Source: an optimization exercise on an open RTL-to-GDS flow (aim: small area). Production flows keep margins and buffers that such runs may drop.
The RTL was checked by simulation tests, not by an equivalence proof against the original design.
Power is estimated from default activity; no workload was simulated.

// bacman_codec
module bacman_codec (
    input  wire        clk,
    input  wire        rst,
    input  wire [7:0]  cfg_station,
    input  wire [31:0] cfg_abort_us,
    input  wire        ev_valid,
    input  wire        ev_octet,
    input  wire [31:0] ev_time,
    input  wire [7:0]  ev_data,
    output wire        frm_valid,
    output wire [7:0]  frm_type,
    output wire [7:0]  frm_dest,
    output wire [7:0]  frm_src,
    output wire [15:0] frm_len,
    output wire        frm_payload_ok,
    output wire        frm_abort,
    output wire        pay_valid,
    output wire [7:0]  pay_data,
    output wire [31:0] cnt_frames_rx,
    output wire [31:0] cnt_hdr_crc,
    output wire [31:0] cnt_payload_crc,
    output wire [31:0] cnt_oversize,
    output wire [31:0] cnt_frame_abort,
    input  wire        tx_start,
    input  wire [7:0]  tx_type,
    input  wire [7:0]  tx_dest,
    input  wire [15:0] tx_len,
    output wire        tx_busy,
    input  wire        txp_valid,
    input  wire [7:0]  txp_data,
    output wire        txp_ready,
    output wire        txo_valid,
    output wire [7:0]  txo_data,
    input  wire        txo_ready,
    output wire [31:0] cnt_frames_tx
);
    bacman_rx u_rx (
        .clk(clk), .rst(rst), .cfg_abort_us(cfg_abort_us),
        .ev_valid(ev_valid), .ev_octet(ev_octet), .ev_time(ev_time), .ev_data(ev_data),
        .frm_valid(frm_valid), .frm_type(frm_type), .frm_dest(frm_dest), .frm_src(frm_src),
        .frm_len(frm_len), .frm_payload_ok(frm_payload_ok), .frm_abort(frm_abort),
        .pay_valid(pay_valid), .pay_data(pay_data),
        .cnt_frames_rx(cnt_frames_rx), .cnt_hdr_crc(cnt_hdr_crc),
  ...
Size in the first run: roughly 1500 cells after synthesis, roughly 380 I/O pins, ~0.017 mm² of cells after synthesis.
clock: 10.0 ns
lec_check: 0
cap_margin: 20
core_margin: 2
core_utilization: 60
place_density: 0.75
slew_margin: 20
standard.sh (not shown) runs the stock make flow with config.mk's settings and CLKGATE_MAP_FILE= SYNTH_SCRIPT=/design/flow/synth_recipe.tcl, a recipe that flattens the netlist after the stock synthesis.
==> flow/flow/run.sh <==
#!/bin/bash
# Own layout flow: the standard ORFS flow (standard.sh, unchanged synthesis),
# with two changes that only affect buffering:
#  - the port buffers use the smallest buffer cell (sky130_fd_sc_hd__buf_1);
#  - clock tree synthesis uses larger sink clusters of clkbuf_16 and no dummy
#    load cells.
set -euo pipefail
export BUFFER_PORTS_ARGS="-buffer_cell sky130_fd_sc_hd__buf_1"
export CTS_ARGS="-sink_clustering_enable -repair_clock_nets -dont_use_dummy_load -buf_list sky130_fd_sc_hd__clkbuf_16 -sink_clustering_size 30 -sink_clustering_max_diameter 100"
bash standard.sh finish > standard_finish.log 2>&1
Rerun with:
--- a/flow/flow/run.sh
+++ b/flow/flow/run.sh
@@ -9 +9 @@
-export CTS_ARGS="-sink_clustering_enable -repair_clock_nets -dont_use_dummy_load -buf_list sky130_fd_sc_hd__clkbuf_16 -sink_clustering_size 30 -sink_clustering_max_diameter 100"
+export CTS_ARGS="-sink_clustering_enable -repair_clock_nets -dont_use_dummy_load -buf_list sky130_fd_sc_hd__clkbuf_16 -sink_clustering_size 25 -sink_clustering_max_diameter 100"
--- a/flow/config.mk
+++ b/flow/config.mk
@@ -10,2 +10,2 @@
-export CORE_UTILIZATION = 60
-export PLACE_DENSITY = 0.75
+export CORE_UTILIZATION = 40
+export PLACE_DENSITY = 0.6
After rerunning: Maximum frequency hardly moves. Sequential share of layout area shrinks by 0.64 points. Critical path depth stays the same. Total power grows by about 3.6%. Clock skew shrinks by 0.023 ns. Cell area grows by 1.5%. Via count shrinks by 0.49%. Worst setup slack gets worse by 0.0094 ns. Die area grows by 49%.
Rerun with:
--- a/flow/flow/run.sh
+++ b/flow/flow/run.sh
@@ -9 +9 @@
-export CTS_ARGS="-sink_clustering_enable -repair_clock_nets -dont_use_dummy_load -buf_list sky130_fd_sc_hd__clkbuf_16 -sink_clustering_size 25 -sink_clustering_max_diameter 100"
+export CTS_ARGS="-sink_clustering_enable -repair_clock_nets -dont_use_dummy_load -buf_list sky130_fd_sc_hd__clkbuf_16 -sink_clustering_size 30 -sink_clustering_max_diameter 100"
--- a/flow/config.mk
+++ b/flow/config.mk
@@ -10,2 +10,2 @@
-export CORE_UTILIZATION = 40
-export PLACE_DENSITY = 0.6
+export CORE_UTILIZATION = 70
+export PLACE_DENSITY = 0.85
Total power falls by 3.6%. Maximum frequency decreases by about 0.9%. Die area shrinks by about 40%. Cell area fell by 1.8%. Worst setup slack degrades by 0.090 ns. Synthesized cell count does not change. Clock power goes down by 10%. Synthesized area is unchanged. Via count grows by about 2.5%. Global-route usage climbs by 11 points.

[port drivers added, routing unchanged]
How much do the figures lean on ideal ports? The routed layouts below were timed once more, with nothing changed but the port constraints. Step 1 assumes that a clkbuf_16 drives the clock port and a buf_2 every other input. Step 2 moves the port delays by t, midway between the first and last clock arrival at a register: inputs arrive t later, outputs are due t later. That takes back most of the time a late clock gives input paths. Three values: ideal ports, drivers, drivers and shift; two values: the first two.
run	shift t [ns]	setup slack, ns	clock arrival spread, ns	slew at the worst register clock pin (ns)	pins driven straight from the clock port
the first run	0.536	0.600 / 0.550 / 1.086	0.064 / 0.065	0.12 / 0.12	1
the second run	0.569	0.591 / 0.537 / 1.106	0.040 / 0.039	0.11 / 0.11	1
the third run	0.541	0.501 / 0.450 / 0.991	0.048 / 0.048	0.11 / 0.11	1
After both steps setup and hold are still met in every run listed.
